Context: an optimization exercise on an open-source flow, tuned for small area and a short achievable clock period. The choices shown serve that exercise and are no tape-out recipe. Where RTL was checked, it was by simulation tests only, not by an equivalence proof against the original. Only the layout flow was run in run 6; the RTL was not checked for function there. The flow treats the clock pin as an ideal source, which a real chip does not have. Power and IR drop assume default switching activity.

### flow/design.v
module sce_top (
    input  wire        clk,
    input  wire        rst,             
    input  wire        req_valid,
    output wire        req_ready,
    input  wire [2:0]  req_op,
    input  wire [31:0] req_reg,
    input  wire [31:0] req_value,
    input  wire [31:0] req_width,
    input  wire [31:0] req_height,
    input  wire [31:0] req_baud,
    input  wire [31:0] req_timeout,
    output reg         rsp_valid,
    output reg  [2:0]  rsp_status,
    output wire [7:0]  rsp_value,
    output wire [31:0] rsp_received,
    output wire [31:0] rsp_expected,
    input  wire        teardown,
    output reg         link_cmd_valid,
    output wire [2:0]  link_cmd,
    output wire [23:0] link_wdata,
    output wire [1:0]  link_wlen,
    output wire [31:0] link_rd_n,
    output reg  [31:0] link_baud,
    output reg  [31:0] link_timeout,
    input  wire        link_ans_valid,
    input  wire        link_ans_ok,
    input  wire        link_rx_valid,
    input  wire [7:0]  link_rx_data,
    output reg         pix_valid,
    output wire [23:0] pix_rgb,
    output wire        pix_eol,
    output wire        pix_eof
);
    localparam [2:0] ST_OK               = 3'd0;
    localparam [2:0] ST_CONNECTION_ERROR = 3'd1;
    localparam [2:0] ST_INVALID_ARGUMENT = 3'd2;
    localparam [2:0] ST_INCOMPLETE_FRAME = 3'd3;
    localparam [2:0] ST_IO_ERROR         = 3'd4;
    localparam [2:0] ST_RESPONSE_TIMEOUT = 3'd5;
    localparam [2:0] ST_INVALID_STATE    = 3'd6;
    localparam [2:0] ST_ABORTED          = 3'd7;
    localparam [2:0] S_OPEN_W  = 3'd0;    
    localparam [2:0] S_IDLE    = 3'd1;    
    localparam [2:0] S_FLUSH_W = 3'd2;    
    localparam [2:0] S_TX_W    = 3'd3;    
    localparam [2:0] S_READ_W  = 3'd4;    
    reg [2:0]  state;
    reg        rdy;           
    reg        sess;
    reg        td_pending;
    reg        op_w;          
    reg        op_r;          
    reg        sz320;         
    reg        sz176;         
    reg [15:0] buf16;         
    reg [17:0] rem;           
    reg        chunk_any;     
    reg [3:0]  row_k;         
    wire st_idle  = ~state[1] &  state[0];
    wire st_open  = ~state[2] & ~state[1] & ~state[0];
    wire st_read  =  state[2];
    wire td_seen  = td_pending | teardown;
    assign req_ready = rdy & ~teardown;
    wire [17:0] byte_size = sz320 ? 18'd153600 : sz176 ? 18'd50688 : 18'd38400;
    wire        z5       = ~|rem[4:0];
    wire        z6       = z5 & ~rem[5];
    wire        z7       = z6 & ~rem[6];
    wire        low_zero = sz176 ? z5 : sz320 ? z7 : z6;
    wire [3:0]  row_km1  = (row_k == 4'd0) ? (sz176 ? 4'd10 : 4'd4) : row_k - 4'd1;
    wire p176 = (req_width == 32'd176) && (req_height == 32'd144);
    wire p160 = (req_width == 32'd160) && (req_height == 32'd120);
    wire p320 = (req_width == 32'd320) && (req_height == 32'd240);
    wire preset_ok = p176 | p160 | p320;
    wire reg_ok    = ~|req_reg[31:8];
    wire value_ok  = ~|req_value[31:8];
    assign link_cmd     = state;
    assign link_wdata   = {op_w, 1'b0, op_w, 1'b0, op_w, 1'b0, op_w, 1'b0, buf16};
    assign link_wlen    = {op_w | op_r, ~op_r};
    assign link_rd_n    = {14'd0, rem[17:1], rem[0] | op_r};
    assign rsp_value    = buf16[7:0];
    assign rsp_expected = {14'd0, byte_size};
    wire [17:0] rem_dec  = rem - 18'd1;
    wire [8:0]  size_hi  = sz320 ? 9'd300 : sz176 ? 9'd99 : 9'd75;
    wire [17:0] received = {size_hi + ~rem_dec[17:9], ~rem_dec[8:0]};
    assign rsp_received = {14'd0, rem};
    assign pix_eof      = ~|rem;
    assign pix_eol      = low_zero & (row_k == 4'd0);
    function [2:0] lo5;           
        input [4:0] x;
        begin
            lo5 = (x >= 5'd31) ? 3'd7 : (x >= 5'd27) ? 3'd6 : (x >= 5'd23) ? 3'd5 :
                  (x >= 5'd18) ? 3'd4 : (x >= 5'd14) ? 3'd3 : (x >= 5'd9)  ? 3'd2 :
                  (x >= 5'd5)  ? 3'd1 : 3'd0;
        end
    endfunction
    function [1:0] lo6;           
        input [5:0] x;
        begin
            lo6 = (x >= 6'd63) ? 2'd3 : (x >= 6'd42) ? 2'd2 : (x >= 6'd21) ? 2'd1 : 2'd0;
        end
    endfunction
    assign pix_rgb = {buf16[15:11], lo5(buf16[15:11]),
                      buf16[10:5],  lo6(buf16[10:5]),
                      buf16[4:0],   lo5(buf16[4:0])};
    wire rx       = link_rx_valid & st_read;
    wire ans      = link_ans_valid;
    wire fail     = td_seen | ~link_ans_ok;        
    wire read_end = ~chunk_any | op_r | ~|rem;     
    wire arg_bad  = req_op[1] ? (~reg_ok | (~req_op[0] & ~value_ok))
                              : (~req_op[2] & ~req_op[0] & ~preset_ok);
    wire is_close = ~req_op[2] & ~req_op[1] & req_op[0];
    wire op_valid = ~req_op[2] | (~req_op[1] & ~req_op[0]);     
    wire take     = st_idle & ~td_seen & req_valid & op_valid;
    wire starts   = take & ~arg_bad & (req_op[0] | req_op[1] | req_op[2] ? sess : ~sess)
                         & ~is_close;                          
    reg  [2:0] state_n;
    reg        cmd_n, rsp_n, sess_n;
    reg  [2:0] status_n;
    always @* begin
        state_n  = state;
        cmd_n    = 1'b0;
        rsp_n    = 1'b0;
        sess_n   = sess;
        status_n = 3'bxxx;
        if (st_idle) begin
            status_n = {~is_close & ~arg_bad, ~is_close, 1'b0};
            if (td_seen) begin
                cmd_n  = sess;
                sess_n = 1'b0;
            end else if (take) begin
                if (is_close) begin
                    cmd_n  = sess;
                    sess_n = 1'b0;
                    rsp_n  = 1'b1;
                end else if (starts) begin
                    cmd_n   = 1'b1;
                    state_n = req_op[2] | req_op[1] ? S_FLUSH_W : S_OPEN_W;
                end else
                    rsp_n  = 1'b1;
            end
        end else if (st_open) begin
            status_n = {2'b00, ~link_ans_ok};
            if (ans) begin
                rsp_n   = 1'b1;
                sess_n  = link_ans_ok;
                state_n = S_IDLE;
            end
        end else begin
            if (fail)
                status_n = {1'b1, td_seen, td_seen};
            else
                status_n = {st_read & ~chunk_any & op_r, st_read & ~chunk_any & ~op_r,
                            st_read & ~chunk_any};
            if (ans) begin
                if (fail) begin
                    cmd_n   = 1'b1;
                    sess_n  = 1'b0;
                    rsp_n   = 1'b1;
                    state_n = S_IDLE;
                end else if (!state[2]) begin
                    if (!state[0]) begin
                        cmd_n   = 1'b1;             
                        state_n = S_TX_W;
                    end else if (op_w) begin
                        rsp_n   = 1'b1;             
                        state_n = S_IDLE;
                    end else begin
                        cmd_n   = 1'b1;             
                        state_n = S_READ_W;
                    end
                end else if (read_end) begin
                    rsp_n   = 1'b1;
                    state_n = S_IDLE;
                end else
                    cmd_n   = 1'b1;                 
            end
        end
    end
    wire td_n = ~st_idle & ~(ans & ~st_open) & td_seen;
    wire first_read = ans & ~fail & state[1] & state[0];
    always @(posedge clk) begin
        link_baud    <= req_baud;
        link_timeout <= req_timeout;
        rsp_status   <= status_n;
        pix_valid    <= rx & rem[0] & ~op_r & ~rst;
        if (st_idle) begin
            op_w <= req_op[1] & ~req_op[0];
            op_r <= req_op[1] &  req_op[0];
            buf16[15:8] <= req_op[1] ? (req_op[0] ? 8'hBB : req_reg[7:0]) : 8'h00;
            buf16[7:0]  <= req_op[1] ? (req_op[0] ? req_reg[7:0] : req_value[7:0]) : 8'hCC;
            if (!sess) begin
                sz320 <= p320;
                sz176 <= p176;
            end
        end
        if (rx) begin
            chunk_any <= 1'b1;
            rem       <= rem_dec;
            if (low_zero) row_k <= row_km1;
            if (rem[0]) buf16[15:8] <= link_rx_data;
            else        buf16[7:0]  <= link_rx_data;
        end
        if (ans)
            chunk_any <= 1'b0;
        if (~state[2] & state[1] & ~state[0])
            rem       <= 18'd0;
        if ((first_read & ~op_r) | (ans & st_read & ~chunk_any))
            rem       <= received;
        if (first_read)
            row_k     <= 4'd0;
        if (rst) begin
            state          <= S_IDLE;
            rdy            <= 1'b1;
            sess           <= 1'b0;
            td_pending     <= 1'b0;
            link_cmd_valid <= 1'b0;
            rsp_valid      <= 1'b0;
        end else begin
            state          <= state_n;
            rdy            <= (state_n == S_IDLE) & ~td_n;
            sess           <= sess_n;
            td_pending     <= td_n;
            link_cmd_valid <= cmd_n;
            rsp_valid      <= rsp_n;
        end
    end
endmodule
### flow/flow/run.sh
#!/bin/bash
# Own layout flow: the standard ORFS flow with
#  - synthesis exactly as standard.sh runs it, except that ABC maps the
#    combinational logic with an area-oriented script (flow/abc.script)
#    instead of ORFS's abc_speed.script; registers are untouched;
#  - port buffers and clock tree from small cells instead of the defaults
#    (delay buffers on every port, a clkbuf_16 tree with dummy loads); a
#    clock leaf buffer with a high slew is upsized after CTS (flow/post_cts.tcl);
#  - one tie cell for all constant outputs;
#  - timing repair aimed at a slack margin well above the 12 ns clock's needs.
set -euo pipefail
here=$(pwd)
rm -rf "$here/scripts_abc"
cp -r "$FLOW_HOME/scripts" "$here/scripts_abc"
cp "$here/flow/abc.script" "$here/scripts_abc/abc_speed.script"
bash standard.sh SCRIPTS_DIR="$here/scripts_abc" synth > flow_synth.log 2>&1
export BUFFER_PORTS_ARGS="-buffer_cell sky130_fd_sc_hd__buf_1"
export CTS_ARGS="-sink_clustering_enable -repair_clock_nets -dont_use_dummy_load -root_buf sky130_fd_sc_hd__clkbuf_8 -buf_list sky130_fd_sc_hd__clkbuf_4"
export SETUP_SLACK_MARGIN=6.9
export SKIP_REPAIR_TIE_FANOUT=1
export POST_CTS_TCL="$here/flow/post_cts.tcl"
bash standard.sh finish > flow_standard.log 2>&1
### flow/flow/abc.script
strash
&get -n
&st
&syn4
&dch
&nf -R 1000
&put
topo
### flow/flow/post_cts.tcl
estimate_parasitics -placement
set upsized 0
foreach inst [get_cells -filter "ref_name == sky130_fd_sc_hd__clkbuf_4"] {
  set o [get_pins -of_objects $inst -filter "direction == output"]
  set s [expr {max([get_property $o slew_max_rise], [get_property $o slew_max_fall])}]
  if {$s > 0.100} {
    replace_cell $inst sky130_fd_sc_hd__clkbuf_8
    incr upsized
  }
}
puts "post_cts: upsized $upsized clock buffers"
if {$upsized > 0} {
  detailed_placement
  estimate_parasitics -placement
}
### flow/standard.sh
#!/bin/bash
# synth_recipe.tcl (not shown) runs the flow's synth.tcl, then flattens the netlist and writes it again
# the make line also repeats each setting of config.mk as NAME=value (left out here)
make -C /OpenROAD-flow-scripts/flow DESIGN_CONFIG=/design/flow/config.mk WORK_HOME=/design/flow/orfs CLKGATE_MAP_FILE= SYNTH_SCRIPT=/design/flow/synth_recipe.tcl "${@:-finish}"
### flow/config.mk
export PLATFORM = sky130hd
export DESIGN_NAME = sce_top
export DESIGN_NICKNAME = sce_top
export VERILOG_FILES = /design/flow/design.v
export SDC_FILE = /design/flow/constraint.sdc
export NUM_CORES = 4
export LEC_CHECK = 0
export CAP_MARGIN = 20
export CORE_MARGIN = 2
export CORE_UTILIZATION = 25
export PLACE_DENSITY = 0.65
export SLEW_MARGIN = 20
### flow/constraint.sdc
create_clock -name core_clock -period 12.0 [get_ports {clk}]
set_input_delay 2.4000 -clock core_clock [delete_from_list [all_inputs] [get_ports {clk}]]
set_output_delay 2.4000 -clock core_clock [all_outputs]
set_load 0.01 [all_outputs]
==> results of run 1 <==
-- area by class of cell --
cell class                 count  share of cell area, %
sequential                   119                   38.5
multi-input combinational    344                   30.9
timing repair buffer         389                   22.2
tap                          280                   5.19
clock buffer                  17                   2.35
inverter                      15                  0.833
antenna                        1                 0.0370
-- power groups by stage --
stage | clock [mW] | sequential, mW | combinational (mW)
finish | 0.218 | 0.435 | 0.0962
global route | 0.244 | 0.437 | 0.107
detailed placement | 0 | 0.444 | 0.0953
global placement | 0 | 0.444 | 0.0944
floorplan | 0 | 0.448 | 0.0574
-- logic make-up after synthesis --
logic type	share of synthesized area, %
fa+ha+maj	2.17
mux	1.99
simple gates	18.0
buf+inv	15.6
compound gates	11.7
xor+xnor	3.33
other cells	0.0679
flops	47.1
-- state kept, by name (all words and copies together) (netlist names), 3 cells and up --
name and cells:
link_baud 32, rsp_status 3, link_timeout 32, state 3, buf16 16, rem 18
row_k 4
-- path summary, 6_finish.rpt --
| check | from | to | slack, ns | cells past startpoint |
|---|---|---|---|---|
| hold reg to reg | row_k[0] | row_k[0] | 0.53 | 1 |
| hold / removal | row_k[0] | row_k[0] | 0.53 | 1 |
| setup reg to reg | rem[1] | rem[16] | 8.20 | 17 |
| setup / recovery | teardown | req_ready | 6.88 | 3 |
-- routing by layer --
layer / share of wire (%) / global-route usage [%] / up-vias
met2: 51 / 27.3 / 255
met1: 41 / 18.1 / 2398
met5: 0 / 0 / -
li1: - / - / 2584
met4: 1.9 / 5.03 / 0
met3: 6.9 / 4.35 / 15
-- synth_stat cells, types with 4 or more instances --
cell type                    n  area, sq um
sky130_fd_sc_hd__buf_4     107          803
sky130_fd_sc_hd__dfxtp_1    97         1940
sky130_fd_sc_hd__nor2_1     56          210
sky130_fd_sc_hd__nand2_1    34          128
sky130_fd_sc_hd__nor4_1     26          163
sky130_fd_sc_hd__a21oi_1    25          125
sky130_fd_sc_hd__nor3_1     23          115
sky130_fd_sc_hd__edfxtp_1   22          661
sky130_fd_sc_hd__o21ai_0    22          110
sky130_fd_sc_hd__o22ai_1    17          106
sky130_fd_sc_hd__clkinv_1   15         56.3
sky130_fd_sc_hd__mux2i_1    11          110
sky130_fd_sc_hd__nand3_1    11         55.1
sky130_fd_sc_hd__xnor2_1    11         96.3
sky130_fd_sc_hd__a22oi_1    10         75.1
sky130_fd_sc_hd__xor2_1     10         87.6
sky130_fd_sc_hd__ha_1        8          100
sky130_fd_sc_hd__nand4_1     8         50.1
sky130_fd_sc_hd__nor2b_1     8         50.1
sky130_fd_sc_hd__nand2b_1    6         37.5
sky130_fd_sc_hd__o31ai_1     6         45.0
sky130_fd_sc_hd__and2_0      5         31.3
sky130_fd_sc_hd__a21o_1      4         30.0
sky130_fd_sc_hd__a31oi_1     4         25.0
-- through the flow --
stage / hold WS (ns) / total power [mW] / cells
after floorplan: 0.451 / 0.506 / 585
after global placement: 0.525 / 0.538 / 1141
after detailed placement: 0.528 / 0.539 / 1141
after global routing: 0.577 / 0.788 / 1165
final: 0.534 / 0.749 / 1165
==> impl_metrics.csv, run 1 <==
group,metric,value,unit
worst_setup_path,crit_family,"buffers and inverters",
layout,multi_input_area,0.00209,sq mm
power,power.density,111,mW/mm^2
clock_tree,clock_insertion_delay_worst_skew,0.41,ns
grt,grt_antenna_before_repair,1,
place,portBuffers,382,
power,clkPwrFrac,29.1,%
sta,post-route-worst-setup-slack,6.88,ns
routing,wire_per_inst,16.1,um
sta,timing.final.crit_share,42.6,%
place,pre_cts_slack,6.69,ns
layout,flow.area_growth_from_synthesis,22.3,%
logic_synthesis,post_synth.cell_area_avg,9.44,sq um
logic_synthesis,synthesis.instances,585,
worst_setup_path,start_kind,"input port",
place,place_congestion,0.842,
layout,final_cell_mix,"sky130_fd_sc_hd__buf_1, sky130_fd_sc_hd__dfxtp_1, sky130_fd_sc_hd__nor2_1, sky130_fd_sc_hd__nand2_1, sky130_fd_sc_hd__nor4_1",
worst_setup_path,critical_path_required_time,9.60,ns
logic_synthesis,synth_edf_count,22,
logic_synthesis,synth_cell_types,47,
power,cellLeakagePower,2.33,nW
sta,clock_skew,0.0241,ns
routing,drt_first_iter_violations,221,
grt,grt_pass1_vias,4855,
layout,fraction_of_final_layout_cells_sized_beyond_drive_strength_1,3.62,%
sta,drv_slew,0,
run,max-cap-violations,0,
worst_setup_path,slowest_delay,0.13,ns
routing,finalWirelength,18800,um
sta,grt_setup_unrepaired,"true",
clock_tree,clock-sinks,119,
layout,layout.nets,1105,
floorplanning,core.rowCount,54,
sta,final-setup-viol-count,0,
grt,grt.total_usage,15.5,%
routing,vias,5252,
layout,seqCellArea,0.00260,sq mm
routing,drt_drc_violations_left,0,
power,vdd.ir_drop.worst,55.9,uV
logic_synthesis,synth.yosys.warnings,1,
place,place_area,0.00651,sq mm
sta,setup_tns,0,ns
layout,layout.core_utilization,31.1,%
layout,layout.filler_cells,2348,
worst_setup_path,path_buf_inv,2,
power,seqPwrFrac,58.1,%
logic_synthesis,postSynthNetCount,804,
outcome,status,"timing/DRC/antenna clean",
floorplanning,die_width,153,um
place,place_hpwl,15100,um
clock_tree,clkSlewWorstSetupHoldPaths,0.07,ns
grt,overflow,0,
layout,final_common_cell,"sky130_fd_sc_hd__buf_1",
worst_setup_path,worst-setup-path-type,"input port to output port",
power,power_report.internal_total,0.543,mW
grt,global_route_wire_length_before_repair,27700,um
sta,worst_slew_pin_slew,0.852,ns
sta,timing.final.hold_violations,0,
clock_tree,tritoncts,"done",
floorplanning,die-height,153,um
layout,finish.instance_area,0.00676,sq mm
sta,fmax,195,MHz
worst_setup_path,cp-end-kind,"output port",
min_path,hold_class,"flip-flop to flip-flop",
logic_synthesis,postSynth.asyncResetShare,0,%
floorplanning,starting_density,25.4,%
routing,ant_nets,0,
worst_setup_path,critPathSlowestCell,"sky130_fd_sc_hd__buf_2",
grt,grt_max_degree,58,
power,p_comb_share,12.8,%
worst_setup_path,timing.critical_path.cells,"buf_8, nor2b_1, buf_2",
worst_setup_path,critical_path_peak_fanout,2,
worst_setup_path,critPathArrivalTime,2.72,ns
floorplanning,design.core.area,0.0218,sq mm
sta,timing.max_slew.rel_slack,43.0,%
routing,post_drt_via_cell_ratio,4.51,
power,power_switching,0.206,mW
floorplanning,top_level_ports,440,
routing,drt-pass1-iter-count,4,
power,p_sw_share,27.5,%
logic_synthesis,synthFlopType,"sky130_fd_sc_hd__dfxtp_1",
logic_synthesis,ff_latch_count_synth,119,
sta,min_period,5.12,ns
logic_synthesis,seq_area_frac_synth,47.1,%
floorplanning,die_area,0.0233,sq mm
logic_synthesis,synth_area,0.00552,sq mm
==> run 2: changes to the inputs <==
--- a/flow/design.v
+++ b/flow/design.v
@@ -31,5 +31,5 @@
     output wire [23:0] pix_rgb,
     output wire        pix_eol,
-    output wire        pix_eof
+    output reg         pix_eof
 );
     localparam [2:0] ST_OK               = 3'd0;
@@ -68,5 +68,7 @@
     wire        z7       = z6 & ~rem[6];
     wire        low_zero = sz176 ? z5 : sz320 ? z7 : z6;
-    wire [3:0]  row_km1  = (row_k == 4'd0) ? (sz176 ? 4'd10 : 4'd4) : row_k - 4'd1;
+    localparam [3:0] ROW_K0 = 4'b0001, ROW_K4 = 4'b1111, ROW_K10 = 4'b0110;
+    wire        row_k0   = (row_k == ROW_K0);
+    wire [3:0]  row_km1  = row_k0 ? (sz176 ? ROW_K10 : ROW_K4) : {row_k[2:0], row_k[3] ^ row_k[2]};
     wire p176 = (req_width == 32'd176) && (req_height == 32'd144);
     wire p160 = (req_width == 32'd160) && (req_height == 32'd120);
@@ -85,6 +87,5 @@
     wire [17:0] received = {size_hi + ~rem_dec[17:9], ~rem_dec[8:0]};
     assign rsp_received = {14'd0, rem};
-    assign pix_eof      = ~|rem;
-    assign pix_eol      = low_zero & (row_k == 4'd0);
+    assign pix_eol      = low_zero & row_k0;
     function [2:0] lo5;           
         input [4:0] x;
@@ -185,4 +186,5 @@
         rsp_status   <= status_n;
         pix_valid    <= rx & rem[0] & ~op_r & ~rst;
+        pix_eof      <= (rem == 18'd1);       
         if (st_idle) begin
             op_w <= req_op[1] & ~req_op[0];
@@ -209,5 +211,5 @@
             rem       <= received;
         if (first_read)
-            row_k     <= 4'd0;
+            row_k     <= ROW_K0;
         if (rst) begin
             state          <= S_IDLE;
==> flow/flow/abc.script (replaced) <==
strash
&get -n
&st
&deepsyn -T 600
&dch
&nf -R 1000
&put
topo
--- a/flow/config.mk
+++ b/flow/config.mk
@@ -9,4 +9,4 @@
 export CORE_MARGIN = 2
 export CORE_UTILIZATION = 25
-export PLACE_DENSITY = 0.65
+export PLACE_DENSITY = 0.8
 export SLEW_MARGIN = 20
==> impl_metrics.csv, run 2 <==
group,metric,value,unit
floorplanning,die_area,0.0230,sq mm
place,portBuffers,382,
power,seqPwrFrac,57.1,%
logic_synthesis,synth.top_cells.by_count,"sky130_fd_sc_hd__buf_4, sky130_fd_sc_hd__dfxtp_1, sky130_fd_sc_hd__nand2_1, sky130_fd_sc_hd__nor2_1, sky130_fd_sc_hd__o21ai_0",
layout,final_cell_mix,"sky130_fd_sc_hd__buf_1, sky130_fd_sc_hd__dfxtp_1, sky130_fd_sc_hd__nand2_1, sky130_fd_sc_hd__nor2_1, sky130_fd_sc_hd__o21ai_0",
clock_tree,clock_insertion_delay_worst_skew,0.41,ns
logic_synthesis,synthesis.instances,578,
worst_setup_path,critical_path_depth,3,
logic_synthesis,post_synth.cell_area_avg,9.45,sq um
worst_setup_path,path_buf_inv,2,
power,clkPwrFrac,30.0,%
sta,final-setup-viol-count,0,
worst_setup_path,critPathArrivalTime,2.74,ns
min_path,hold_class,"flip-flop to flip-flop",
layout,layout.nets,1094,
logic_synthesis,synth_area,0.00546,sq mm
logic_synthesis,synth_cell_types,45,
worst_setup_path,critPathSlowestCell,"sky130_fd_sc_hd__buf_2",
power,power.density,116,mW/mm^2
sta,setup_tns,0,ns
sta,grt_setup_unrepaired,"true",
place,place_congestion,0.919,
grt,global_route_wire_length_before_repair,29900,um
logic_synthesis,library_cell_with_the_highest_instance_count_after_synthesis,"sky130_fd_sc_hd__buf_4",
worst_setup_path,crit_family,"buffers and inverters",
worst_setup_path,timing.reg2reg.setup_slack,8.32,ns
routing,drt_drc_violations_left,0,
routing,finalWirelength,19900,um
worst_setup_path,slowest_delay,0.14,ns
clock_tree,clkSlewWorstSetupHoldPaths,0.09,ns
grt,grt_antenna_before_repair,0,
worst_setup_path,timing.rr.start,"rem[2]",
logic_synthesis,synth_edf_count,22,
clock_tree,clock-sinks,120,
routing,drt-pass1-iter-count,6,
logic_synthesis,postSynthNetCount,798,
layout,finalNonFillerCells,1152,
place,place_hpwl,16200,um
logic_synthesis,ff_latch_count_synth,120,
grt,grt.total_usage,16.7,%
floorplanning,design.core.area,0.0216,sq mm
power,power_switching,0.217,mW
power,p_sw_share,28.2,%
layout,fraction_of_final_layout_cells_sized_beyond_drive_strength_1,2.41,%
worst_setup_path,cp-startpoint,"teardown",
floorplanning,top_level_ports,440,
layout,flow.area_growth_from_synthesis,21.5,%
logic_synthesis,synth_area_leader_cell,"sky130_fd_sc_hd__dfxtp_1",
run,max-cap-violations,0,
grt,grt_pass1_vias,5165,
routing,wire_per_inst,17.3,um
routing,post_drt_via_cell_ratio,4.68,
worst_setup_path,timing.critical_path.cells,"buf_6, nor2b_1, buf_2",
grt,overflow,0,
sta,timing.final.crit_share,42.8,%
worst_setup_path,ff2ff_path_depth,14,
floorplanning,starting_density,25.3,%
routing,vias,5392,
worst_setup_path,critical_path_peak_fanout,3,
sta,timing.max_slew.rel_slack,39.6,%
sta,worst_slew_pin_slew,0.904,ns
sta,clock_skew,0.0303,ns
logic_synthesis,ys_top_cells_by_area,"sky130_fd_sc_hd__dfxtp_1, sky130_fd_sc_hd__buf_4, sky130_fd_sc_hd__edfxtp_1, sky130_fd_sc_hd__nor4_1, sky130_fd_sc_hd__nand2_1",
outcome,status,"timing/DRC/antenna clean",
sta,fmax,195,MHz
routing,drt_first_iter_violations,430,
layout,final_common_cell,"sky130_fd_sc_hd__buf_1",
sta,timing.final.hold_violations,0,
power,power_report.internal_total,0.552,mW
floorplanning,die-height,152,um
floorplanning,die_width,152,um
routing,ant_nets,0,
power,vdd.ir_drop.worst,55.8,uV
worst_setup_path,critical_path_required_time,9.60,ns
min_path,min-delay-start,"row_k[3]",
clock_tree,tritoncts,"done",
logic_synthesis,synthFlopType,"sky130_fd_sc_hd__dfxtp_1",
worst_setup_path,cp-end-kind,"output port",
power,p_comb_share,12.9,%
min_path,whs_path_depth,1,
place,place.detailed.instances,1135,
logic_synthesis,postSynth.asyncResetShare,0,%
logic_synthesis,synth.yosys.warnings,1,
layout,antenna-diode-count,0,
floorplanning,core.rowCount,54,
layout,layout_top_registers,"link_baud (32), link_timeout (32), rem (18)",
logic_synthesis,yosys.area.top_type_share,35.9,%
worst_setup_path,critical_path.reg2reg.endpoint,"rem[17]",
power,cellLeakagePower,2.27,nW
logic_synthesis,seq_area_frac_synth,48.0,%
worst_setup_path,start_kind,"input port",
worst_setup_path,worst-setup-path-type,"input port to output port",
worst_setup_path,crit_path_end,"req_ready",
layout,layout.filler_cells,2292,
sta,drv_slew,0,
grt,grt_max_degree,58,
sta,min_period,5.14,ns
[run 2: cell type report]
class,count,area (sq um),area share [%]
clock buffer,17,171,2.58
tap,280,350,5.28
sequential,120,2620,39.5
timing repair buffer,384,1460,22.0
multi-input combinational,337,1980,29.9
inverter,14,52.6,0.792
[run 2: how the worst min path moves through the flow]
stage / end / slack, ns
3_5_place_dp: row_k[3] / 0.47
3_3_place_gp: row_k[3] / 0.46
2_1_floorplan: row_k[3] / 0.45
6_report: row_k[3] / 0.49
5_1_grt: row_k[3] / 0.51
[run 2: layer usage]
layer	up-vias	track usage, %	share of wire (%)
li1	2529	-	-
met1	2503	19.7	39
met2	328	30.1	50
met3	32	3.17	8.0
met4	0	6.10	2.6
met5	-	0	0
[run 2: cell families after synthesis]
family          synth area share, %
simple gates                   18.2
buf+inv                        15.7
flops                          48.0
compound gates                 12.0
xor+xnor                       3.21
fa+ha+maj                      2.43
mux                           0.367
other cells                  0.0687
[run 2: power by group through the flow]
stage               clock network [mW]  logic (mW)  registers, mW
global placement                     0      0.0971          0.447
finish                           0.230      0.0991          0.439
global route                     0.254       0.108          0.441
detailed placement                   0      0.0989          0.448
floorplan                            0      0.0560          0.452
[run 2: stage by stage]
stage / cell area (sq um) / worst slack [ns] / util, % / power, mW / hold WS, ns
after floorplan: 5460 / 7.02 / - / 0.508 / 0.450
after global placement: 6460 / 6.84 / 29.9 / 0.544 / 0.459
after detailed placement: 6460 / 6.82 / 29.9 / 0.547 / 0.466
after global routing: 6640 / 6.86 / 30.7 / 0.803 / 0.515
final: 6640 / 6.86 / 30.7 / 0.769 / 0.486
==> run 3: changes to the inputs <==
==> flow/flow/abc.script (replaced) <==
strash
&get -n
&st
&syn4
&dch
&nf -R 1000
&put
topo
==> impl_metrics.csv, run 3 <==
group,metric,value,unit
outcome,status,"timing/DRC/antenna clean",
floorplanning,die-height,153,um
place,pre_cts_slack,6.78,ns
logic_synthesis,synth_area,0.00555,sq mm
worst_setup_path,worst-setup-path-type,"input port to output port",
logic_synthesis,synth_xor_area_share,3.31,%
grt,global_route_wire_length_before_repair,28200,um
power,cellLeakagePower,2.30,nW
sta,setup_tns,0,ns
worst_setup_path,critical_path.reg2reg.endpoint,"rem[17]",
logic_synthesis,synthFlopType,"sky130_fd_sc_hd__dfxtp_1",
min_path,whs_path_depth,2,
sta,final-setup-viol-count,0,
logic_synthesis,ys_top_cells_by_area,"sky130_fd_sc_hd__dfxtp_1, sky130_fd_sc_hd__buf_4, sky130_fd_sc_hd__edfxtp_1, sky130_fd_sc_hd__nor2_1, sky130_fd_sc_hd__nand2_1",
routing,finalWirelength,19100,um
place,portBuffers,382,
power,power_switching,0.202,mW
grt,overflow,0,
logic_synthesis,yosys.area.top_type_share,35.3,%
sta,drv_slew,0,
routing,drt-pass1-iter-count,5,
layout,fraction_of_final_layout_cells_sized_beyond_drive_strength_1,2.37,%
layout,final_common_cell,"sky130_fd_sc_hd__buf_1",
sta,clock_skew,0.0312,ns
logic_synthesis,postSynthNetCount,812,
sta,grt_setup_unrepaired,"true",
power,vdd.ir_drop.worst,46.6,uV
layout,layout_top_registers,"link_baud (32), link_timeout (32), rem (18)",
logic_synthesis,synthesis.instances,592,
sta,timing.final.hold_violations,0,
clock_tree,clkSlewWorstSetupHoldPaths,0.06,ns
routing,ant_nets,0,
layout,final_cell_mix,"sky130_fd_sc_hd__buf_1, sky130_fd_sc_hd__dfxtp_1, sky130_fd_sc_hd__nor2_1, sky130_fd_sc_hd__nand2_1",
logic_synthesis,synth.yosys.warnings,1,
routing,wire_per_inst,16.4,um
logic_synthesis,post_synth.cell_area_avg,9.38,sq um
logic_synthesis,seq_area_frac_synth,47.2,%
clock_tree,tritoncts,"done",
place,place_hpwl,15700,um
routing,drt_first_iter_violations,348,
worst_setup_path,start_kind,"input port",
power,seqPwrFrac,58.7,%
sta,fmax,196,MHz
layout,layout.nets,1108,
floorplanning,core.rowCount,54,
power,clkPwrFrac,28.6,%
run,max-cap-violations,0,
clock_tree,clock-sinks,120,
routing,vias,5387,
logic_synthesis,synth_edf_count,22,
worst_setup_path,cp-end-kind,"output port",
place,place_congestion,0.933,
logic_synthesis,ff_latch_count_synth,120,
floorplanning,starting_density,25.4,%
power,power.density,111,mW/mm^2
floorplanning,die_width,153,um
grt,grt_antenna_before_repair,1,
clock_tree,clock_insertion_delay_worst_skew,0.40,ns
routing,drt_drc_violations_left,0,
grt,grt_pass1_vias,5190,
logic_synthesis,library_cell_with_the_highest_instance_count_after_synthesis,"sky130_fd_sc_hd__buf_4",
sta,worst_slew_pin_slew,0.848,ns
worst_setup_path,timing.reg2reg.setup_slack,8.20,ns
layout,flow.area_growth_from_synthesis,21.1,%
min_path,endpoint_worst_hold,"row_k[3]",
worst_setup_path,ff2ff_path_depth,14,
sta,timing.max_slew.rel_slack,43.3,%
logic_synthesis,synth_compound_area_share,12.8,%
worst_setup_path,timing.rr.start,"rem[0]",
floorplanning,top_level_ports,440,
worst_setup_path,critical_path_required_time,9.60,ns
logic_synthesis,synth.top_cells.by_count,"sky130_fd_sc_hd__buf_4, sky130_fd_sc_hd__dfxtp_1, sky130_fd_sc_hd__nor2_1, sky130_fd_sc_hd__nand2_1",
power,p_comb_share,12.7,%
grt,grt.total_usage,15.7,%
logic_synthesis,synth_cell_types,48,
logic_synthesis,synth_area_leader_cell,"sky130_fd_sc_hd__dfxtp_1",
sta,post-route-worst-setup-slack,6.89,ns
logic_synthesis,muxShareOfSynthArea,1.08,%
logic_synthesis,synth_top_family_by_area,"simple AND/OR/NAND/NOR gates",
sta,min_period,5.11,ns
min_path,min-delay-start,"row_k[3]",
routing,post_drt_via_cell_ratio,4.62,
power,p_sw_share,27.0,%
worst_setup_path,critPathArrivalTime,2.71,ns
logic_synthesis,postSynth.asyncResetShare,0,%
floorplanning,die_area,0.0234,sq mm
logic_synthesis,synth_fa_ha_area_share,2.39,%
min_path,hold_class,"flip-flop to flip-flop",
floorplanning,design.core.area,0.0218,sq mm
logic_synthesis,synth_area_in_simple_gates,17.7,%
worst_setup_path,critical_path_peak_fanout,2,
power,power_report.internal_total,0.544,mW
sta,timing.final.crit_share,42.6,%
grt,grt_max_degree,58,
sta,hold-worst-slack,0.458,ns
[run 3: cell types whose count changed after synthesis, sizes merged, moves of 5 or more]
| cell | change |
|---|---|
| o22ai | +6 |
| o21ai | -6 |
| nor2b | +5 |
| nand2 | -6 |
| nor4 | -5 |
| o31ai | +6 |
| nor2 | +14 |
[run 3: final cells by class]
type | instances | area [sq um]
Fill cell | 2326 | 15100
Multi-Input combinational cell | 351 | 2070
Antenna cell | 1 | 2.50
Clock buffer | 17 | 159
Tap cell | 280 | 350
Sequential cell | 120 | 2620
Timing Repair Buffer | 384 | 1460
Inverter | 14 | 52.6
[run 3: worst max-delay path: stages]
cell and delay, ns:
sky130_fd_sc_hd__buf_8 0.09, sky130_fd_sc_hd__nor2b_1 0.08, sky130_fd_sc_hd__buf_2 0.13
[run 3: worst max-delay path by stage]
| stage | to | start | cells past startpoint |
|---|---|---|---|
| floorplan | req_ready | teardown | 1 |
| finish | req_ready | teardown | 3 |
| global route | req_ready | teardown | 3 |
| detailed placement | req_ready | teardown | 3 |
| global placement | req_ready | teardown | 3 |
[run 3: layer usage]
| metal | track usage [%] | routed length (um) |
|---|---|---|
| met4 | 4.89 | 318 |
| met5 | 0 | 0 |
| met3 | 5.16 | 1740 |
| met2 | 28.0 | 9790 |
| met1 | 17.6 | 7250 |
[run 3: per-stage QoR]
stage	cells	cell area (sq um)	util, %	power, mW
after floorplan	592	5550	-	0.506
after global placement	1148	6540	30.0	0.539
after detailed placement	1148	6540	30.0	0.541
after global routing	1167	6720	30.8	0.780
final	1167	6720	30.8	0.746
[run 3: logic make-up (layout without fill, tap and decap cells)]
kind of cell             count (synthesis)  in the layout
AND/OR/NAND/NOR                        199            199
buffers and inverters                  121            415
flip-flops                             120            120
AO/OA/AOI/OAI                          114            114
XOR/XNOR                                21             21
adder cells (fa/ha/maj)                 10             10
multiplexers                             6              6
other                                    1              2
[run 3: power groups by stage]
stage          clock network (mW)  registers, mW  logic, mW
2_1_floorplan                   0          0.451     0.0551
3_5_place_dp                    0          0.447     0.0945
5_1_grt                     0.235          0.440      0.105
3_3_place_gp                    0          0.446     0.0928
6_report                    0.213          0.438     0.0950
==> run 4: changes to the inputs <==
--- a/flow/flow/run.sh
+++ b/flow/flow/run.sh
@@ -18,4 +18,5 @@
 export CTS_ARGS="-sink_clustering_enable -repair_clock_nets -dont_use_dummy_load -root_buf sky130_fd_sc_hd__clkbuf_8 -buf_list sky130_fd_sc_hd__clkbuf_4"
 export SETUP_SLACK_MARGIN=6.9
+export MATCH_CELL_FOOTPRINT=0
 export SKIP_REPAIR_TIE_FANOUT=1
 export POST_CTS_TCL="$here/flow/post_cts.tcl"
==> impl_metrics.csv, run 4 <==
group,metric,value,unit
run,max-cap-violations,0,
clock_tree,clock-sinks,120,
power,power.density,111,mW/mm^2
layout,final_common_cell,"sky130_fd_sc_hd__buf_1",
grt,grt.total_usage,15.7,%
logic_synthesis,synth.top_cells.by_count,"sky130_fd_sc_hd__buf_4, sky130_fd_sc_hd__dfxtp_1, sky130_fd_sc_hd__nor2_1, sky130_fd_sc_hd__nand2_1",
worst_setup_path,critPathArrivalTime,2.71,ns
worst_setup_path,timing.critical_path.cells,"buf_8, nor2b_1, buf_2",
floorplanning,die_area,0.0234,sq mm
place,place_congestion,0.933,
grt,global_route_wire_length_before_repair,28200,um
place,portBuffers,382,
grt,grt_max_degree,58,
logic_synthesis,synthesis.instances,592,
logic_synthesis,ff_latch_count_synth,120,
routing,post_drt_via_cell_ratio,4.62,
sta,timing.max_slew.rel_slack,43.3,%
worst_setup_path,crit_family,"buffers and inverters",
sta,timing.final.hold_violations,0,
grt,overflow,0,
outcome,status,"timing/DRC/antenna clean",
power,seqPwrFrac,58.7,%
floorplanning,core.rowCount,54,
logic_synthesis,synth_area_leader_cell,"sky130_fd_sc_hd__dfxtp_1",
sta,final-setup-viol-count,0,
worst_setup_path,critical_path_peak_fanout,2,
floorplanning,die_width,153,um
layout,fraction_of_final_layout_cells_sized_beyond_drive_strength_1,2.37,%
worst_setup_path,slowest_delay,0.13,ns
logic_synthesis,library_cell_with_the_highest_instance_count_after_synthesis,"sky130_fd_sc_hd__buf_4",
layout,multi_input_area,0.00207,sq mm
routing,ant_nets,0,
layout,layout_top_registers,"link_baud (32), link_timeout (32), rem (18)",
layout,seqCellArea,0.00262,sq mm
sta,min_period,5.11,ns
routing,drt_drc_violations_left,0,
power,clkPwrFrac,28.6,%
grt,grt_antenna_before_repair,1,
logic_synthesis,synth_cell_types,48,
logic_synthesis,postSynth.asyncResetShare,0,%
power,vdd.ir_drop.worst,46.6,uV
sta,worst_slew_pin_slew,0.848,ns
sta,timing.final.crit_share,42.6,%
sta,hold-worst-slack,0.458,ns
power,cellLeakagePower,2.30,nW
sta,drv_slew,0,
clock_tree,clkSlewWorstSetupHoldPaths,0.06,ns
place,place_hpwl,15700,um
routing,drt-pass1-iter-count,5,
layout,final_cell_mix,"sky130_fd_sc_hd__buf_1, sky130_fd_sc_hd__dfxtp_1, sky130_fd_sc_hd__nor2_1, sky130_fd_sc_hd__nand2_1",
sta,grt_setup_unrepaired,"true",
logic_synthesis,synth.yosys.warnings,1,
sta,clock_skew,0.0312,ns
routing,finalWirelength,19100,um
sta,fmax,196,MHz
power,p_sw_share,27.0,%
floorplanning,design.core.area,0.0218,sq mm
worst_setup_path,path_buf_inv,2,
clock_tree,clock_insertion_delay_worst_skew,0.40,ns
logic_synthesis,yosys.area.top_type_share,35.3,%
layout,layout.filler_cells,2326,
power,power_report.internal_total,0.544,mW
routing,vias,5387,
floorplanning,top_level_ports,440,
logic_synthesis,ys_top_cells_by_area,"sky130_fd_sc_hd__dfxtp_1, sky130_fd_sc_hd__buf_4, sky130_fd_sc_hd__edfxtp_1, sky130_fd_sc_hd__nor2_1, sky130_fd_sc_hd__nand2_1",
min_path,hold_class,"flip-flop to flip-flop",
power,p_comb_share,12.7,%
floorplanning,die-height,153,um
routing,wire_per_inst,16.4,um
floorplanning,starting_density,25.4,%
worst_setup_path,start_kind,"input port",
routing,drt_first_iter_violations,348,
logic_synthesis,synth_edf_count,22,
layout,flow.area_growth_from_synthesis,21.1,%
logic_synthesis,synth_area,0.00555,sq mm
worst_setup_path,critPathSlowestCell,"sky130_fd_sc_hd__buf_2",
power,power_switching,0.202,mW
worst_setup_path,cp-end-kind,"output port",
sta,setup_tns,0,ns
logic_synthesis,seq_area_frac_synth,47.2,%
logic_synthesis,postSynthNetCount,812,
layout,layout.nets,1108,
grt,grt_pass1_vias,5190,
logic_synthesis,post_synth.cell_area_avg,9.38,sq um
worst_setup_path,worst-setup-path-type,"input port to output port",
logic_synthesis,synthFlopType,"sky130_fd_sc_hd__dfxtp_1",
worst_setup_path,critical_path_required_time,9.60,ns
clock_tree,tritoncts,"done",
-- run 4: cell counts in the layout (fill, tap and decap cells not counted) --
No cell type changed its count.
-- run 4: metal layers --
metal | part of all wire [%] | up-vias | wire length (um) | global-route usage [%]
met2 | 51 | 312 | 9790 | 28.0
met3 | 9.1 | 18 | 1740 | 5.16
li1 | - | 2583 | - | -
met4 | 1.7 | 0 | 318 | 4.89
met1 | 38 | 2474 | 7250 | 17.6
met5 | 0 | - | 0 | 0
-- run 4: final timing paths --
kind | startpoint | end | slack, ns | cells past startpoint
setup / recovery | teardown | req_ready | 6.89 | 3
hold / removal | row_k[3] | row_k[3] | 0.46 | 2
setup reg to reg | rem[0] | rem[17] | 8.20 | 14
hold reg to reg | row_k[3] | row_k[3] | 0.46 | 2
-- run 4: area by class of cell --
type                    instances  share of cell area (%)
well taps                     280                    5.21
clock buffers                  17                    2.36
flip-flops and latches        120                    39.0
multi-input cells             351                    30.9
inverters                      14                   0.782
diodes                          1                  0.0372
repair buffers                384                    21.7
-- run 4: power groups by stage --
stage | combinational [mW] | clock, mW | sequential, mW
after floorplan | 0.0551 | 0 | 0.451
after global placement | 0.0928 | 0 | 0.446
after detailed placement | 0.0945 | 0 | 0.447
after global routing | 0.105 | 0.235 | 0.440
final | 0.0950 | 0.213 | 0.438
-- run 4: worst register-to-register path, stage by stage, from the launching register on --
cell	delay, ns
sky130_fd_sc_hd__edfxtp_1	0.53
sky130_fd_sc_hd__or3_1	0.48
sky130_fd_sc_hd__nor3_1	0.39
sky130_fd_sc_hd__nand2_1	0.12
sky130_fd_sc_hd__xor2_1	0.19
sky130_fd_sc_hd__ha_1	0.22
sky130_fd_sc_hd__fa_1	0.41
sky130_fd_sc_hd__a21o_1	0.18
sky130_fd_sc_hd__a21oi_1	0.22
sky130_fd_sc_hd__nor2b_1	0.08
sky130_fd_sc_hd__a21oi_1	0.23
sky130_fd_sc_hd__nor2b_1	0.08
sky130_fd_sc_hd__o21ai_0	0.20
sky130_fd_sc_hd__xor2_1	0.17
sky130_fd_sc_hd__o21ai_0	0.08
-- run 4: metrics by stage --
step	power [mW]	std cells	utilization (%)	instance area, sq um	setup slack (ns)
after floorplan	0.506	592	-	5550	7.02
after global placement	0.539	1148	30.0	6540	6.78
after detailed placement	0.541	1148	30.0	6540	6.78
after global routing	0.780	1167	30.8	6720	6.84
final	0.746	1167	30.8	6720	6.89
-- run 4: cells by family (layout without fill, tap and decap cells) --
kind of cell | after synthesis | after routing | share of synthesized area (%)
AOI/OAI and AO/OA | 114 | 114 | 12.8
xor gates and xnor gates | 21 | 21 | 3.31
adders and majority gates | 10 | 10 | 2.39
buffers and inverters | 121 | 415 | 15.4
DFF | 120 | 120 | 47.2
muxes | 6 | 6 | 1.08
other | 1 | 2 | 0.0675
and+or+nand+nor | 199 | 199 | 17.7
==> run 5: changes to the inputs <==
--- a/flow/flow/run.sh
+++ b/flow/flow/run.sh
@@ -18,5 +18,4 @@
 export CTS_ARGS="-sink_clustering_enable -repair_clock_nets -dont_use_dummy_load -root_buf sky130_fd_sc_hd__clkbuf_8 -buf_list sky130_fd_sc_hd__clkbuf_4"
 export SETUP_SLACK_MARGIN=6.9
-export MATCH_CELL_FOOTPRINT=0
 export SKIP_REPAIR_TIE_FANOUT=1
 export POST_CTS_TCL="$here/flow/post_cts.tcl"
==> flow/flow/abc.script (replaced) <==
strash
&get -n
&st
&deepsyn -T 300
&dch
&nf -R 1000
&put
topo
==> impl_metrics.csv, run 5 <==
group,metric,value,unit
place,place_hpwl,16200,um
routing,post_drt_via_cell_ratio,4.68,
routing,ant_nets,0,
layout,layout.filler_cells,2292,
sta,clock_skew,0.0303,ns
logic_synthesis,muxShareOfSynthArea,0.367,%
logic_synthesis,synth.yosys.warnings,1,
layout,finish.instance_area,0.00664,sq mm
logic_synthesis,yosys.area.top_type_share,35.9,%
logic_synthesis,library_cell_with_the_highest_instance_count_after_synthesis,"sky130_fd_sc_hd__buf_4",
sta,timing.final.hold_violations,0,
logic_synthesis,synth_top_family_by_area,"simple AND/OR/NAND/NOR gates",
layout,finalNonFillerCells,1152,
sta,drv_slew,0,
grt,grt.total_usage,16.7,%
place,place.detailed.instances,1135,
power,power.density,116,mW/mm^2
layout,final_cell_mix,"sky130_fd_sc_hd__buf_1, sky130_fd_sc_hd__dfxtp_1, sky130_fd_sc_hd__nand2_1, sky130_fd_sc_hd__nor2_1, sky130_fd_sc_hd__o21ai_0",
floorplanning,top_level_ports,440,
floorplanning,starting_density,25.3,%
logic_synthesis,postSynth.asyncResetShare,0,%
power,p_comb_share,12.9,%
grt,grt_pass1_vias,5165,
routing,drt_drc_violations_left,0,
logic_synthesis,post_synth.cell_area_avg,9.45,sq um
layout,layout.nets,1094,
power,power_switching,0.217,mW
routing,drt-pass1-iter-count,6,
routing,drt_first_iter_violations,430,
sta,timing.final.crit_share,42.8,%
floorplanning,die_width,152,um
layout,antenna-diode-count,0,
layout,layout.core_utilization,30.7,%
sta,fmax,195,MHz
power,vdd.ir_drop.worst,55.8,uV
grt,overflow,0,
place,place_area,0.00646,sq mm
worst_setup_path,cp-end-kind,"output port",
routing,finalWirelength,19900,um
worst_setup_path,critical_path_required_time,9.60,ns
min_path,min-delay-start,"row_k[3]",
layout,fraction_of_final_layout_cells_sized_beyond_drive_strength_1,2.41,%
logic_synthesis,synth_area_leader_cell,"sky130_fd_sc_hd__dfxtp_1",
sta,min_period,5.14,ns
logic_synthesis,synth_fa_ha_area_share,2.43,%
logic_synthesis,synth_cell_types,45,
logic_synthesis,synthFlopType,"sky130_fd_sc_hd__dfxtp_1",
logic_synthesis,synth.top_cells.by_count,"sky130_fd_sc_hd__buf_4, sky130_fd_sc_hd__dfxtp_1, sky130_fd_sc_hd__nand2_1, sky130_fd_sc_hd__nor2_1, sky130_fd_sc_hd__o21ai_0",
worst_setup_path,critical_path_peak_fanout,3,
layout,flow.area_growth_from_synthesis,21.5,%
logic_synthesis,synth_xor_area_share,3.21,%
clock_tree,clock-sinks,120,
routing,wire_per_inst,17.3,um
power,seqPwrFrac,57.1,%
logic_synthesis,ff_latch_count_synth,120,
layout,final_common_cell,"sky130_fd_sc_hd__buf_1",
clock_tree,tritoncts,"done",
logic_synthesis,synth_compound_area_share,12.0,%
place,portBuffers,382,
floorplanning,die-height,152,um
floorplanning,die_area,0.0230,sq mm
worst_setup_path,timing.rr.start,"rem[2]",
routing,vias,5392,
logic_synthesis,synth_edf_count,22,
clock_tree,clkSlewWorstSetupHoldPaths,0.09,ns
floorplanning,design.core.area,0.0216,sq mm
floorplanning,core.rowCount,54,
sta,timing.max_slew.rel_slack,39.6,%
run,max-cap-violations,0,
place,place_congestion,0.919,
sta,final-setup-viol-count,0,
grt,grt_antenna_before_repair,0,
logic_synthesis,seq_area_frac_synth,48.0,%
outcome,status,"timing/DRC/antenna clean",
worst_setup_path,worst-setup-path-type,"input port to output port",
min_path,hold_class,"flip-flop to flip-flop",
grt,grt_max_degree,58,
clock_tree,clock_insertion_delay_worst_skew,0.41,ns
worst_setup_path,critPathArrivalTime,2.74,ns
sta,grt_setup_unrepaired,"true",
power,p_sw_share,28.2,%
layout,layout_top_registers,"link_baud (32), link_timeout (32), rem (18)",
power,power_report.internal_total,0.552,mW
worst_setup_path,start_kind,"input port",
grt,global_route_wire_length_before_repair,29900,um
sta,setup_tns,0,ns
power,clkPwrFrac,30.0,%
sta,worst_slew_pin_slew,0.904,ns
logic_synthesis,postSynthNetCount,798,
logic_synthesis,synth_area_in_simple_gates,18.2,%
logic_synthesis,synth_area,0.00546,sq mm
power,cellLeakagePower,2.27,nW
worst_setup_path,cp-startpoint,"teardown",
logic_synthesis,ys_top_cells_by_area,"sky130_fd_sc_hd__dfxtp_1, sky130_fd_sc_hd__buf_4, sky130_fd_sc_hd__edfxtp_1, sky130_fd_sc_hd__nor4_1, sky130_fd_sc_hd__nand2_1",
logic_synthesis,synthesis.instances,578,
-- run 5: cells by family after synthesis --
group           Yosys count
buf+inv                 121
mux                       2
other cells               1
flops                   120
simple gates            198
xor+xnor                 20
compound gates          106
fa+ha+maj                10
-- run 5: power groups by stage --
| stage | clock network (mW) | logic, mW | registers (mW) |
|---|---|---|---|
| finish | 0.230 | 0.0991 | 0.439 |
| global route | 0.254 | 0.108 | 0.441 |
| detailed placement | 0 | 0.0989 | 0.448 |
| global placement | 0 | 0.0971 | 0.447 |
| floorplan | 0 | 0.0560 | 0.452 |
-- run 5: critical path, cell delays in order --
cell,delay [ns]
sky130_fd_sc_hd__buf_6,0.10
sky130_fd_sc_hd__nor2b_1,0.10
sky130_fd_sc_hd__buf_2,0.14
-- run 5: final cells by class --
cell class	count	area [sq um]	share of cell area, %
flip-flops and latches	120	2620	39.5
multi-input cells	337	1980	29.9
repair buffers	384	1460	22.0
well taps	280	350	5.28
clock buffers	17	171	2.58
inverters	14	52.6	0.792
-- run 5: layer usage --
layer | share of wire (%) | GRT usage (%) | wire [um]
met1 | 39 | 19.7 | 7760
met2 | 50 | 30.1 | 10000
met3 | 8.0 | 3.17 | 1590
met4 | 2.6 | 6.10 | 509
met5 | 0 | 0 | 0
-- run 5: metrics by stage --
step                hold slack (ns)  power (mW)  setup slack [ns]
global route                  0.515       0.803              6.86
global placement              0.459       0.544              6.84
finish                        0.486       0.769              6.86
detailed placement            0.466       0.547              6.82
floorplan                     0.450       0.508              7.02
-- run 5: worst paths after layout --
path	cells past startpoint	slack (ns)	end
hold / removal	1	0.49	row_k[3]
setup / recovery	3	6.86	req_ready
setup reg to reg	14	8.32	rem[17]
hold reg to reg	1	0.49	row_k[3]
==> run 6: changes to the inputs <==
--- a/flow/design.v
+++ b/flow/design.v
@@ -47,5 +47,4 @@
     localparam [2:0] S_READ_W  = 3'd4;    
     reg [2:0]  state;
-    reg        rdy;           
     reg        sess;
     reg        td_pending;
@@ -62,5 +61,5 @@
     wire st_read  =  state[2];
     wire td_seen  = td_pending | teardown;
-    assign req_ready = rdy & ~teardown;
+    assign req_ready = st_idle & ~td_pending & ~teardown;
     wire [17:0] byte_size = sz320 ? 18'd153600 : sz176 ? 18'd50688 : 18'd38400;
     wire        z5       = ~|rem[4:0];
@@ -214,5 +213,4 @@
         if (rst) begin
             state          <= S_IDLE;
-            rdy            <= 1'b1;
             sess           <= 1'b0;
             td_pending     <= 1'b0;
@@ -221,5 +219,4 @@
         end else begin
             state          <= state_n;
-            rdy            <= (state_n == S_IDLE) & ~td_n;
             sess           <= sess_n;
             td_pending     <= td_n;
==> impl_metrics.csv, run 6 <==
group,metric,value,unit
floorplanning,core.rowCount,53,
sta,grt_setup_unrepaired,"true",
grt,grt.total_usage,15.8,%
sta,clock_skew,0.0347,ns
logic_synthesis,post_synth.cell_area_avg,9.61,sq um
grt,met3_usage,4.61,%
floorplanning,design.core.area,0.0212,sq mm
logic_synthesis,synth.top_cells.by_count,"sky130_fd_sc_hd__buf_4, sky130_fd_sc_hd__dfxtp_1, sky130_fd_sc_hd__nand2_1, sky130_fd_sc_hd__nor2_1, sky130_fd_sc_hd__nor4_1",
logic_synthesis,synth_cell_types,47,
sta,timing.final.hold_violations,0,
logic_synthesis,yosys.area.top_type_share,35.8,%
grt,grt-busiest-layer,"met2",
layout,layout.nets,1079,
logic_synthesis,synth_area_in_simple_gates,17.0,%
grt,gr-usage-met1,19.5,%
routing,drt_first_iter_violations,325,
place,place_hpwl,15900,um
layout,layout_top_registers,"link_baud (32), link_timeout (32), rem (18)",
sta,setup_tns,0,ns
logic_synthesis,synth_fa_ha_area_share,2.45,%
logic_synthesis,postSynth.asyncResetShare,0,%
floorplanning,top_level_ports,440,
clock_tree,clkSlewWorstSetupHoldPaths,0.09,ns
power,power.density,117,mW/mm^2
worst_setup_path,cp-end-kind,"output port",
routing,vias,5294,
sta,min_period,5.31,ns
logic_synthesis,synthesis.instances,564,
power,vdd.ir_drop.worst,40.5,uV
logic_synthesis,synth_xor_area_share,3.23,%
sta,timing.max_slew.rel_slack,41.0,%
layout,final_common_cell,"sky130_fd_sc_hd__buf_1",
place,place_congestion,0.938,
logic_synthesis,synth_top_family_by_area,"simple AND/OR/NAND/NOR gates",
sta,final-setup-viol-count,0,
logic_synthesis,muxShareOfSynthArea,1.48,%
logic_synthesis,synthFlopType,"sky130_fd_sc_hd__dfxtp_1",
clock_tree,clock-sinks,119,
logic_synthesis,ff_latch_count_synth,119,
routing,drt-pass1-iter-count,5,
layout,fraction_of_final_layout_cells_sized_beyond_drive_strength_1,2.57,%
logic_synthesis,postSynthNetCount,784,
worst_setup_path,critical_path_peak_fanout,2,
grt,grt_antenna_before_repair,4,
power,cellLeakagePower,2.29,nW
place,place.detailed.instances,1115,
grt,global_route.usage.met2,25.9,%
worst_setup_path,timing.critical_path.cells,"buf_8, nor3_4, buf_6",
worst_setup_path,worst-setup-path-type,"input port to output port",
floorplanning,die_width,151,um
grt,global_route_wire_length_before_repair,26500,um
place,portBuffers,382,
layout,final_cell_mix,"sky130_fd_sc_hd__buf_1, sky130_fd_sc_hd__dfxtp_1, sky130_fd_sc_hd__nand2_1, sky130_fd_sc_hd__nor2_1, sky130_fd_sc_hd__nor4_1",
logic_synthesis,seq_area_frac_synth,48.0,%
floorplanning,starting_density,25.6,%
worst_setup_path,start_kind,"input port",
routing,ant_nets,0,
layout,finalNonFillerCells,1136,
logic_synthesis,synth_area_leader_cell,"sky130_fd_sc_hd__dfxtp_1",
outcome,status,"timing/DRC/antenna clean",
logic_synthesis,library_cell_with_the_highest_instance_count_after_synthesis,"sky130_fd_sc_hd__buf_4",
clock_tree,clock_insertion_delay_worst_skew,0.40,ns
worst_setup_path,critPathSlowestCell,"sky130_fd_sc_hd__nor3_4",
floorplanning,die-height,151,um
logic_synthesis,synth.yosys.warnings,1,
routing,wire_per_inst,17.2,um
sta,fmax,188,MHz
routing,finalWirelength,19500,um
run,max-cap-violations,0,
floorplanning,die_area,0.0229,sq mm
sta,timing.final.crit_share,44.2,%
worst_setup_path,critPathArrivalTime,2.91,ns
routing,post_drt_via_cell_ratio,4.66,
grt,overflow,0,
worst_setup_path,critical_path_required_time,9.60,ns
sta,drv_slew,0,
logic_synthesis,synth_edf_count,22,
min_path,hold_class,"flip-flop to flip-flop",
grt,grt_max_degree,58,
logic_synthesis,synth_area,0.00542,sq mm
logic_synthesis,ys_top_cells_by_area,"sky130_fd_sc_hd__dfxtp_1, sky130_fd_sc_hd__buf_4, sky130_fd_sc_hd__edfxtp_1, sky130_fd_sc_hd__nor4_1, sky130_fd_sc_hd__nand2_1",
clock_tree,tritoncts,"done",
sta,worst_slew_pin_slew,0.882,ns
grt,grt_pass1_vias,4691,
routing,drt_drc_violations_left,0,
worst_setup_path,slowest_delay,0.24,ns
logic_synthesis,synth_compound_area_share,11.8,%
layout,flow.area_growth_from_synthesis,21.9,%
run 6: cell types whose count changed in the layout (fill, tap and decap cells not counted), sizes merged, moves of 4 or more:
cell	change
o21ai	-8
nand2	-7
a21oi	-6
mux2i	+6
o22ai	+6
diode	+4
nand4	-4
nor3	-4
run 6: critical path, delay by kind of cell:
family | cells | cell delay [ns]
buffers and inverters | 2 | 0.27
AND/OR/NAND/NOR | 1 | 0.24
run 6: kinds of logic (layout without fill, tap and decap cells):
family	count (synthesis)	after routing
AOI/OAI and AO/OA	100	100
and+or+nand+nor	183	183
adders and majority gates	10	10
xor gates and xnor gates	20	20
buffers and inverters	123	416
DFF	119	119
other	1	5
muxes	8	8
run 6: worst paths after layout:
| check | start | end | slack, ns | cells past startpoint |
|---|---|---|---|---|
| worst max-delay path | teardown | req_ready | 6.69 | 3 |
| worst min-delay path | row_k[0] | row_k[0] | 0.48 | 2 |
| worst max register to register | rem[6] | rem[16] | 8.25 | 13 |
| worst min register to register | row_k[0] | row_k[0] | 0.48 | 2 |
run 6: final cells by class:
type	instances	area [sq um]
Inverter	16	60.1
Clock buffer	17	159
Timing Repair Buffer	383	1460
Tap cell	275	344
Multi-Input combinational cell	322	1970
Antenna cell	4	10.0
Fill cell	2231	14500
Sequential cell	119	2600
run 6: per-stage QoR:
| stage | hold WS (ns) | setup slack (ns) | total power [mW] | util (%) | area (sq um) |
|---|---|---|---|---|---|
| after floorplan | 0.450 | 6.96 | 0.527 | - | 5420 |
| after global placement | 0.458 | 6.44 | 0.565 | 30.3 | 6410 |
| after detailed placement | 0.475 | 6.46 | 0.568 | 30.3 | 6410 |
| after global routing | 0.519 | 6.66 | 0.820 | 31.2 | 6610 |
| final | 0.482 | 6.69 | 0.775 | 31.2 | 6610 |
run 6: metal layers:
layer	up-vias	wire length (um)
li1	2490	-
met5	-	0
met2	273	9790
met3	22	1370
met1	2509	7870
met4	0	507
run 6: power by group:
| group | leakage, nW | switching (mW) | internal, mW | total, mW |
|---|---|---|---|---|
| Clock | 0.0912 | 0.131 | 0.0835 | 0.215 |
| Sequential | 1.02 | 0.0169 | 0.425 | 0.441 |
| Combinational | 1.18 | 0.0746 | 0.0443 | 0.119 |
==> run 7: changes to the inputs <==
--- a/flow/design.v
+++ b/flow/design.v
@@ -47,4 +47,5 @@
     localparam [2:0] S_READ_W  = 3'd4;    
     reg [2:0]  state;
+    reg        rdy;           
     reg        sess;
     reg        td_pending;
@@ -61,5 +62,5 @@
     wire st_read  =  state[2];
     wire td_seen  = td_pending | teardown;
-    assign req_ready = st_idle & ~td_pending & ~teardown;
+    assign req_ready = rdy & ~teardown;
     wire [17:0] byte_size = sz320 ? 18'd153600 : sz176 ? 18'd50688 : 18'd38400;
     wire        z5       = ~|rem[4:0];
@@ -213,4 +214,5 @@
         if (rst) begin
             state          <= S_IDLE;
+            rdy            <= 1'b1;
             sess           <= 1'b0;
             td_pending     <= 1'b0;
@@ -219,4 +221,5 @@
         end else begin
             state          <= state_n;
+            rdy            <= (state_n == S_IDLE) & ~td_n;
             sess           <= sess_n;
             td_pending     <= td_n;
--- a/flow/flow/run.sh
+++ b/flow/flow/run.sh
@@ -16,5 +16,5 @@
 bash standard.sh SCRIPTS_DIR="$here/scripts_abc" synth > flow_synth.log 2>&1
 export BUFFER_PORTS_ARGS="-buffer_cell sky130_fd_sc_hd__buf_1"
-export CTS_ARGS="-sink_clustering_enable -repair_clock_nets -dont_use_dummy_load -root_buf sky130_fd_sc_hd__clkbuf_8 -buf_list sky130_fd_sc_hd__clkbuf_4"
+export CTS_ARGS="-sink_clustering_enable -repair_clock_nets -dont_use_dummy_load -root_buf sky130_fd_sc_hd__clkbuf_16 -buf_list sky130_fd_sc_hd__clkbuf_4"
 export SETUP_SLACK_MARGIN=6.9
 export SKIP_REPAIR_TIE_FANOUT=1
==> impl_metrics.csv, run 7 <==
group,metric,value,unit
routing,wire_per_inst,17.3,um
floorplanning,top_level_ports,440,
grt,grt_antenna_before_repair,0,
floorplanning,core.rowCount,54,
grt,grt_max_degree,58,
layout,layout.nets,1094,
routing,ant_nets,0,
power,power.density,117,mW/mm^2
routing,finalWirelength,19900,um
grt,grt.total_usage,16.7,%
place,place.detailed.instances,1135,
logic_synthesis,synth_edf_count,22,
worst_setup_path,worst-setup-path-type,"input port to output port",
place,place_area,0.00646,sq mm
sta,fmax,195,MHz
logic_synthesis,synth.top_cells.by_count,"sky130_fd_sc_hd__buf_4, sky130_fd_sc_hd__dfxtp_1, sky130_fd_sc_hd__nand2_1, sky130_fd_sc_hd__nor2_1, sky130_fd_sc_hd__o21ai_0",
sta,min_period,5.14,ns
routing,vias,5390,
sta,timing.final.hold_violations,0,
logic_synthesis,synth_cell_types,45,
grt,overflow,0,
place,pre_cts_slack,6.82,ns
clock_tree,tritoncts,"done",
place,portBuffers,382,
layout,layout_top_registers,"link_baud (32), link_timeout (32), rem (18)",
outcome,status,"timing/DRC/antenna clean",
layout,finalNonFillerCells,1152,
logic_synthesis,yosys.area.top_type_share,35.9,%
sta,worst_slew_pin_slew,0.904,ns
logic_synthesis,postSynthNetCount,798,
floorplanning,starting_density,25.3,%
min_path,whs_path_depth,1,
logic_synthesis,seq_area_frac_synth,48.0,%
logic_synthesis,synth_area_leader_cell,"sky130_fd_sc_hd__dfxtp_1",
worst_setup_path,ff2ff_path_depth,14,
worst_setup_path,cp-end-kind,"output port",
sta,final-setup-viol-count,0,
layout,final_cell_mix,"sky130_fd_sc_hd__buf_1, sky130_fd_sc_hd__dfxtp_1, sky130_fd_sc_hd__nand2_1, sky130_fd_sc_hd__nor2_1, sky130_fd_sc_hd__o21ai_0",
sta,setup_tns,0,ns
layout,flow.area_growth_from_synthesis,21.7,%
worst_setup_path,start_kind,"input port",
logic_synthesis,synth.yosys.warnings,1,
logic_synthesis,ys_top_cells_by_area,"sky130_fd_sc_hd__dfxtp_1, sky130_fd_sc_hd__buf_4, sky130_fd_sc_hd__edfxtp_1, sky130_fd_sc_hd__nor4_1, sky130_fd_sc_hd__nand2_1",
routing,drt_drc_violations_left,0,
routing,drt_first_iter_violations,430,
clock_tree,clkSlewWorstSetupHoldPaths,0.09,ns
logic_synthesis,postSynth.asyncResetShare,0,%
sta,clock_skew,0.0295,ns
power,cellLeakagePower,2.27,nW
logic_synthesis,synthesis.instances,578,
sta,drv_slew,0,
worst_setup_path,critPathArrivalTime,2.74,ns
run,max-cap-violations,0,
floorplanning,die_area,0.0230,sq mm
worst_setup_path,critical_path_peak_fanout,3,
routing,post_drt_via_cell_ratio,4.68,
place,place_congestion,0.919,
power,vdd.ir_drop.worst,55.9,uV
layout,finish.instance_area,0.00665,sq mm
worst_setup_path,critical_path_required_time,9.60,ns
clock_tree,clock-sinks,120,
floorplanning,die_width,152,um
clock_tree,clock_insertion_delay_worst_skew,0.36,ns
floorplanning,design.core.area,0.0216,sq mm
logic_synthesis,synthFlopType,"sky130_fd_sc_hd__dfxtp_1",
grt,grt_pass1_vias,5165,
logic_synthesis,synth_area,0.00546,sq mm
layout,final_common_cell,"sky130_fd_sc_hd__buf_1",
grt,global_route_wire_length_before_repair,29900,um
floorplanning,die-height,152,um
place,place_hpwl,16200,um
sta,timing.max_slew.rel_slack,39.6,%
logic_synthesis,ff_latch_count_synth,120,
sta,post-route-worst-setup-slack,6.86,ns
logic_synthesis,library_cell_with_the_highest_instance_count_after_synthesis,"sky130_fd_sc_hd__buf_4",
min_path,hold_class,"flip-flop to flip-flop",
layout,layout.core_utilization,30.8,%
logic_synthesis,post_synth.cell_area_avg,9.45,sq um
layout,antenna-diode-count,0,
routing,drt-pass1-iter-count,6,
sta,grt_setup_unrepaired,"true",
layout,fraction_of_final_layout_cells_sized_beyond_drive_strength_1,2.41,%
sta,timing.final.crit_share,42.8,%
run 7: changes by cell type after synthesis, sizes merged, moves of 4 or more:
cell	delta
o21ai	+8
nand2	+7
a21oi	+6
mux2i	-6
o22ai	-6
nand4	+4
nor3	+4
run 7: where the power goes:
part	total, mW	internal [mW]	switching (mW)
clock network	0.239	0.0988	0.140
logic	0.0992	0.0359	0.0632
registers	0.439	0.425	0.0135
run 7: cell families (layout without fill, tap and decap cells):
kind of cell               after synthesis  count (layout)  share of synthesized area [%]
AOI/OAI and AO/OA                      106             106                           12.0
xor gates and xnor gates                20              20                           3.21
adders and majority gates               10              10                           2.43
buffers and inverters                  121             415                           15.7
DFF                                    120             120                           48.0
muxes                                    2               2                          0.367
other                                    1               1                         0.0687
and+or+nand+nor                        198             198                           18.2
run 7: path summary, 6_finish.rpt:
path | start | endpoint | slack, ns
worst max register to register | rem[2] | rem[17] | 8.33
worst min-delay path | row_k[3] | row_k[3] | 0.49
worst min register to register | row_k[3] | row_k[3] | 0.49
worst max-delay path | teardown | req_ready | 6.86
run 7: layout make-up:
cell class	instances	area [sq um]
Tap cell	280	350
Fill cell	2290	15000
Inverter	14	52.6
Clock buffer	17	183
Multi-Input combinational cell	337	1980
Timing Repair Buffer	384	1460
Sequential cell	120	2620
run 7: metrics by stage:
stage          total power, mW  hold WS [ns]
6_report                 0.777         0.486
3_5_place_dp             0.547         0.466
5_1_grt                  0.812         0.514
2_1_floorplan            0.508         0.450
3_3_place_gp             0.544         0.459
run 7: critical path: stages:
cell                      delay, ns
sky130_fd_sc_hd__buf_6         0.10
sky130_fd_sc_hd__nor2b_1       0.10
sky130_fd_sc_hd__buf_2         0.14
run 7: per-layer routing:
layer  wire (um)  global-route usage, %
met5           0                      0
met2       10000                   30.1
met1        7760                   19.7
met3        1580                   3.17
met4         509                   6.10

==> static timing again, ports no longer ideal <==
The results above use ideal ports. As a check the final layouts listed here were re-extracted and re-timed, cells and wires unchanged. Step 1 (the two cells are an assumption about what drives the block):
set clk [get_ports {clk}]
set_driving_cell -lib_cell sky130_fd_sc_hd__clkbuf_16 $clk
set_driving_cell -lib_cell sky130_fd_sc_hd__buf_2 [delete_from_list [all_inputs] $clk]
Step 2 also shifts input and output timing later by t, the mid clock arrival at the registers, as if the neighbouring blocks saw the same clock. Three values: ideal, step 1, step 2; two values: the first two.
run	t, ns	slack for setup (ns)	hold WS [ns]	worst data-port slew with drivers (ns)
run 1	0.431	6.884 / 6.845 / 6.845	0.534 / 0.534 / 0.534	0.10
run 2	0.430	6.862 / 6.832 / 6.832	0.486 / 0.486 / 0.486	0.08
run 3	0.428	6.894 / 6.854 / 6.854	0.458 / 0.458 / 0.458	0.08
run 4	0.428	6.894 / 6.854 / 6.854	0.458 / 0.458 / 0.458	0.08
run 5	0.430	6.862 / 6.832 / 6.832	0.486 / 0.486 / 0.486	0.08
run 6	0.426	6.694 / 6.643 / 6.643	0.482 / 0.482 / 0.482	0.14
run 7	0.381	6.862 / 6.832 / 6.832	0.486 / 0.486 / 0.486	0.08
After both steps setup and hold are still met in every run listed. The setup slack of run 6, which loses most, moves by -0.051 ns with the drivers and by -0.051 ns with both steps.
